Background: an optimization exercise with open tools, aiming at a short achievable clock period. Do not read the settings as production practice.
Function was checked by simulation only, so behaviour that the tests miss may differ from the original.
Power and IR drop assume default switching activity.

**run.sh**
```bash
#!/bin/bash
# synth_recipe.tcl (not shown) runs the flow's synth.tcl, then flattens the netlist and writes it again
# the make line also repeats each setting of config.mk as NAME=value (left out here)
make -C /OpenROAD-flow-scripts/flow DESIGN_CONFIG=/design/flow/config.mk WORK_HOME=/design/flow/orfs CLKGATE_MAP_FILE= SYNTH_SCRIPT=/design/flow/synth_recipe.tcl finish
```
**config.mk**
```make
export PLATFORM = sky130hd
export DESIGN_NAME = td4_core
export DESIGN_NICKNAME = td4_core
export VERILOG_FILES = /design/flow/design.v
export SDC_FILE = /design/flow/constraint.sdc
export NUM_CORES = 4
export LEC_CHECK = 0
export CAP_MARGIN = 20
export CORE_MARGIN = 2
export CORE_UTILIZATION = 40
export SLEW_MARGIN = 20
```
**constraint.sdc**
```tcl
create_clock -name core_clock -period 4.5 [get_ports {clk}]
set_input_delay 0.9000 -clock core_clock [delete_from_list [all_inputs] [get_ports {clk}]]
set_output_delay 0.9000 -clock core_clock [all_outputs]
set_load 0.01 [all_outputs]
```
**design.v**
```verilog
module td4_core (
    input  wire       clk,
    input  wire       rst,           
    input  wire       prog_we,
    input  wire [3:0] prog_addr,
    input  wire [7:0] prog_wdata,
    input  wire       start,
    input  wire [4:0] prog_size,     
    input  wire [3:0] in_data,
    output wire       in_rd,
    output reg  [3:0] out_data,
    output reg        out_we,
    output wire       running,
    output wire       halted,
    output wire       aborted,
    output reg  [7:0] err_byte,
    output reg  [3:0] err_pc,
    output reg  [3:0] reg_a,
    output reg  [3:0] reg_b,
    output reg        carry,
    output reg  [4:0] pc
);
    localparam [3:0] OP_ADDA   = 4'h0;
    localparam [3:0] OP_MOVB2A = 4'h1;
    localparam [3:0] OP_INA    = 4'h2;
    localparam [3:0] OP_MOVA   = 4'h3;
    localparam [3:0] OP_MOVA2B = 4'h4;
    localparam [3:0] OP_ADDB   = 4'h5;
    localparam [3:0] OP_INB    = 4'h6;
    localparam [3:0] OP_MOVB   = 4'h7;
    localparam [3:0] OP_OUTB   = 4'h9;
    localparam [3:0] OP_OUTIM  = 4'hB;
    localparam [3:0] OP_JNC    = 4'hE;
    localparam [3:0] OP_JMP    = 4'hF;
    localparam [1:0] S_IDLE  = 2'd0;
    localparam [1:0] S_RUN   = 2'd1;
    localparam [1:0] S_HALT  = 2'd2;
    localparam [1:0] S_ABORT = 2'd3;
    reg [7:0] mem [0:15];
    reg [1:0] state;
    reg [4:0] size;
    always @(posedge clk) begin
        if (prog_we)
            mem[prog_addr] <= prog_wdata;
    end
    wire [7:0] fetch_byte = (pc < size) ? mem[pc[3:0]] : 8'h00;
    wire [3:0] op  = fetch_byte[7:4];
    wire [3:0] imm = fetch_byte[3:0];
    reg legal;
    always @(*) begin
        case (op)
            OP_ADDA, OP_MOVB2A, OP_INA, OP_MOVA, OP_MOVA2B, OP_ADDB,
            OP_INB, OP_MOVB, OP_OUTB, OP_OUTIM, OP_JNC, OP_JMP:
                legal = 1'b1;
            default:
                legal = 1'b0;
        endcase
    end
    wire [4:0] sum_a = {1'b0, reg_a} + {1'b0, imm};
    wire [4:0] sum_b = {1'b0, reg_b} + {1'b0, imm};
    reg [3:0] next_a;
    reg [3:0] next_b;
    reg       next_c;
    reg [4:0] next_pc;
    reg       do_out;
    reg [3:0] out_val;
    always @(*) begin
        next_a  = reg_a;
        next_b  = reg_b;
        next_c  = 1'b0;
        next_pc = pc + 5'd1;
        do_out  = 1'b0;
        out_val = out_data;
        case (op)
            OP_MOVA:   next_a = imm;
            OP_MOVB:   next_b = imm;
            OP_MOVA2B: next_b = reg_a;
            OP_MOVB2A: next_a = reg_b;
            OP_ADDA: begin
                next_a = sum_a[3:0];
                next_c = sum_a[4];
            end
            OP_ADDB: begin
                next_b = sum_b[3:0];
                next_c = sum_b[4];
            end
            OP_JMP:    next_pc = {1'b0, imm};
            OP_JNC:    next_pc = carry ? pc : {1'b0, imm};
            OP_INA:    next_a = in_data;
            OP_INB:    next_b = in_data;
            OP_OUTB: begin
                do_out  = 1'b1;
                out_val = reg_b;
            end
            OP_OUTIM: begin
                do_out  = 1'b1;
                out_val = imm;
            end
            default: ;
        endcase
    end
    assign in_rd   = (state == S_RUN) && legal && (op == OP_INA || op == OP_INB);
    assign running = (state == S_RUN);
    assign halted  = (state == S_HALT);
    assign aborted = (state == S_ABORT);
    always @(posedge clk) begin
        if (rst) begin
            state    <= S_IDLE;
            size     <= 5'd0;
            reg_a    <= 4'd0;
            reg_b    <= 4'd0;
            carry    <= 1'b0;
            pc       <= 5'd0;
            out_data <= 4'd0;
            out_we   <= 1'b0;
            err_byte <= 8'd0;
            err_pc   <= 4'd0;
        end else if (start) begin
            state    <= S_RUN;
            size     <= prog_size;
            reg_a    <= 4'd0;
            reg_b    <= 4'd0;
            carry    <= 1'b0;
            pc       <= 5'd0;
            out_we   <= 1'b0;
            err_byte <= 8'd0;
            err_pc   <= 4'd0;
        end else if (state == S_RUN) begin
            if (!legal) begin
                state    <= S_ABORT;
                err_byte <= fetch_byte;
                err_pc   <= pc[3:0];
                out_we   <= 1'b0;
            end else begin
                reg_a    <= next_a;
                reg_b    <= next_b;
                carry    <= next_c;
                pc       <= next_pc;
                out_data <= out_val;
                out_we   <= do_out;
                if (next_pc >= size)
                    state <= S_HALT;
            end
        end else begin
            out_we <= 1'b0;
        end
    end
endmodule
```
==> impl_metrics.env <==
export IMPL_dieWidth_um=142.4
export IMPL_period_needed_ps=4263
export IMPL_synth_largest_area_cell="edfxtp_1"
export IMPL_max_freq_mhz=234.6
export IMPL_worstPathCellList="ha_1 -> a21oi_1 -> o21ai_0 -> a21oi_1 -> buf_4 -> o211a_2 -> nand2b_1 -> nor3b_1 -> clkdlybuf4s50_1"
export IMPL_hold_depth=2
export IMPL_synth_seq_area_share=0.6115
export IMPL_powerDensity_nw_per_um2=396.8
export IMPL_met2_usage=0.2825
export IMPL_synth_area_leaders="edfxtp_1, dfxtp_1, mux4_2"
export IMPL_coreArea_um2=18770
export IMPL_synth_seq_cells=170
export IMPL_drive_above_1_share=0.1707
export IMPL_synth_avg_cell_area_um2=14.19
export IMPL_path_class="reg2out"
export IMPL_slowest_stage="dfxtp_1"
export IMPL_layout_commonest_cell="edfxtp_1"
export IMPL_min_path_type="reg2reg"
export IMPL_yosys_most_used_dff="edfxtp_1"
export IMPL_clk_latency_ps=430
export IMPL_grt_busiest_layer="met2"
export IMPL_power_frac_clock=0.388
export IMPL_rsz0062_at_grt="no"
export IMPL_via_count=4779
export IMPL_overflow=0
export IMPL_portBuffers=59
export IMPL_fin_crit_sh=0.9473
export IMPL_met3_usage=0.04206
export IMPL_sequentialPowerShare=0.486
export IMPL_timing_critical_path_fanout_max=12
export IMPL_use_met1=0.2458
export IMPL_yosys_warnings=1
export IMPL_ctsLongestPathBuffers=2
export IMPL_grt_pass1_vias=4648
export IMPL_cts_setup_buffers=0
export IMPL_finalMaxSlewViolations=0
export IMPL_core_rowCount=50
export IMPL_reg2reg_depth=16
export IMPL_ant_nets=0
export IMPL_multi_input_area_um2=2736
export IMPL_ir_drop_mv=0.2987
export IMPL_hold_viol=0
export IMPL_place_hpwl_um=11910
export IMPL_skew_ps=9.964
export IMPL_crit_required_ps=3600
export IMPL_areaGrowthSynthToFinish_pct=18.13
export IMPL_cts_sinks=170
export IMPL_end_kind="primary output"
export IMPL_worst_slack_ps=237.1
export IMPL_drt_wl_total_um=17590
export IMPL_synthDominantCellAreaShare=0.5017
export IMPL_tightest_slew_ps=1091
export IMPL_crit_buf_inv=2
export IMPL_root_buffer="clkbuf_16"
export IMPL_rrSetupSlack_ps=580
export IMPL_p_leak_uw=0.003070
export IMPL_grt_start_max_net_pins=32
export IMPL_antenna_found_initial=0
export IMPL_min_from="err_pc[3]"
export IMPL_synth_area_um2=7661
export IMPL_numCtsBuffers=17
export IMPL_dieArea_um2=20280
export IMPL_tritoncts="done"
export IMPL_drc=0
export IMPL_vias_per_cell=5.589
export IMPL_synth_cells=540
export IMPL_synth_edff_count=128
export IMPL_io_pins=60
export IMPL_place_ws_ps=491.0
export IMPL_max_slew_margin_rel=0.2699
export IMPL_r2r_start="pc[3]"
export IMPL_combPwrFrac=0.126
export IMPL_start_util=0.4082
export IMPL_wl_per_cell_um=20.57
export IMPL_grtUsageTotal=0.1799
export IMPL_cts_reportedPaths_clkPinSlew_ps=60
export IMPL_ff_latch_area_um2=4688
export IMPL_cp_start_kind="flip-flop"
export IMPL_cp_slowest_stage_delay_ps=570
export IMPL_place_area_um2=8482
export IMPL_fin_util=0.4822
export IMPL_arrival_ps=3360
export IMPL_p_int_uw=2680
export IMPL_die_h_um=142.4
export IMPL_yosysUniqueCellTypes=67
export IMPL_p_sw_frac=0.2537
export IMPL_outcome="finished clean"
export IMPL_r2r_end="state[0]"
export IMPL_finalSetupViolCount=0
export IMPL_first_pass_iters=5
export IMPL_fill_cells=1611
export IMPL_nets=653
export IMPL_drt_iter0_markers=534
export IMPL_p_sw_uw=911.1
export IMPL_min_to="err_pc[3]"
export IMPL_syn_nets=585
export IMPL_grt_pass1_wl_um=26990
export IMPL_layout_common_cells="edfxtp_1, clkdlybuf4s50_1, nand2_1"
export IMPL_drv_cap=0
export IMPL_finalInstanceArea_um2=9050
export IMPL_cp_common_cell="a21oi_1"
export IMPL_critPathTopFamily="compound AO/OA/AOI/OAI gates"
export IMPL_place_congestion=0.8749
export IMPL_fin_tns_setup_ps=0
export IMPL_htreeDepth=4
export IMPL_async_flop_share=0
export IMPL_cts_hold_buf=0
export IMPL_diodes=0
flip-flops by register name, summed over array words and instances, names as in the netlist, named ones only:
name      flops
carry         1
err_byte      8
err_pc        4
mem         128
out_data      4
out_we        1
pc            5
reg_a         4
reg_b         4
size          5
state         2
area by class of cell:
class                           instances  share of cell area
Timing Repair Buffer                   74             0.07770
Sequential cell                       170              0.5180
Inverter                               17            0.007051
Clock inverter                         14             0.01507
Clock buffer                           18             0.04742
Tap cell                              234             0.03235
Multi-Input combinational cell        328              0.3024
kinds of logic (layout without fill, tap and decap cells):
kind of cell,Yosys count,count (layout),synth area share
compound gates,89,89,0.08101
xor+xnor,4,4,0.004574
fa+ha+maj,20,20,0.03462
buf+inv,42,123,0.03233
flops,170,170,0.6115
mux,69,69,0.1401
simple gates,146,146,0.09587
worst max-delay path by stage:
| stage | start | end | cells after the start |
|---|---|---|---|
| after floorplan | pc[1] | state[0] | 18 |
| after global placement | flip-flop | in_rd | 7 |
| after detailed placement | flip-flop | state[0] | 16 |
| after CTS | flip-flop | in_rd | 7 |
| after global routing | flip-flop | in_rd | 7 |
| final | pc[3] | in_rd | 9 |
routing by layer:
layer	wire [um]	vias to the layer above
li1	-	2216
met1	7982	2368
met2	8277	168
met3	961	27
met4	365	0
met5	0	-
power by group through the flow:
stage                     logic (uW)  clock network (uW)  registers [uW]
after floorplan                  315                   0            1770
after global routing             492                1490            1750
final                            453                1390            1740
after CTS                        453                1420            1740
after global placement           443                   0            1780
after detailed placement         451                   0            1780
repair_timing:
| item | CTS | global route |
|---|---|---|
| endpoints found under the hold margin | 0 | 0 |
| gates resized for setup | 0 | 1 |
| setup endpoints to repair | 0 | 1 |
Yosys cell counts, types with 4 or more instances:
library cell  instances
nor2_1               39
nand2b_1              8
mux2_2               10
a21oi_1              26
nor3_1                8
o211a_1               4
dfxtp_1              42
nand3_1              13
nor2b_1               7
inv_1                15
a211oi_1              9
nand2_1              44
mux4_2               26
edfxtp_1            128
o211ai_1              8
buf_2                 6
clkbuf_1              6
mux2i_1              27
o21ai_0               7
a21o_1                6
buf_6                 8
ha_1                 18
worst min-delay path, stage by stage, from the launching register on:
cell     delay [ps]
dfxtp_1         310
nand2_1          50
a21oi_1          50
stage by stage:
step,cells,hold slack [ps],total power [uW]
detailed placement,823,449.2,2230
finish,855,455.0,3591
CTS,855,458.0,3618
global placement,823,442.6,2220
global route,855,482.1,3727
floorplan,540,460.4,2086

[separate check: timing with driven ports]
The flow's constraints put no driver on any port. The routed layout listed below was extracted and timed again, unchanged, in two steps.
Step 1, drivers: a clkbuf_16 drives clk and a buf_2 each remaining input, both assumed.
Step 2 times the ports against the registers' clock, not the clock port: input delays grow and output delays shrink by t, the midpoint of the rising clock arrivals with the driver on.
a / b / c = ideal ports / drivers / drivers and shift; a / b = the first two.
shift t [ns]: 0.468
setup WS [ns]: 0.237 / 0.194 / 0.581
worst register clock-pin slew, ns: 0.07 / 0.07
worst slew at a driven data input, ns: 0.04
After both steps setup and hold are still met in this run. The setup slack of this run moves by -0.043 ns with the drivers and by +0.344 ns with both steps.
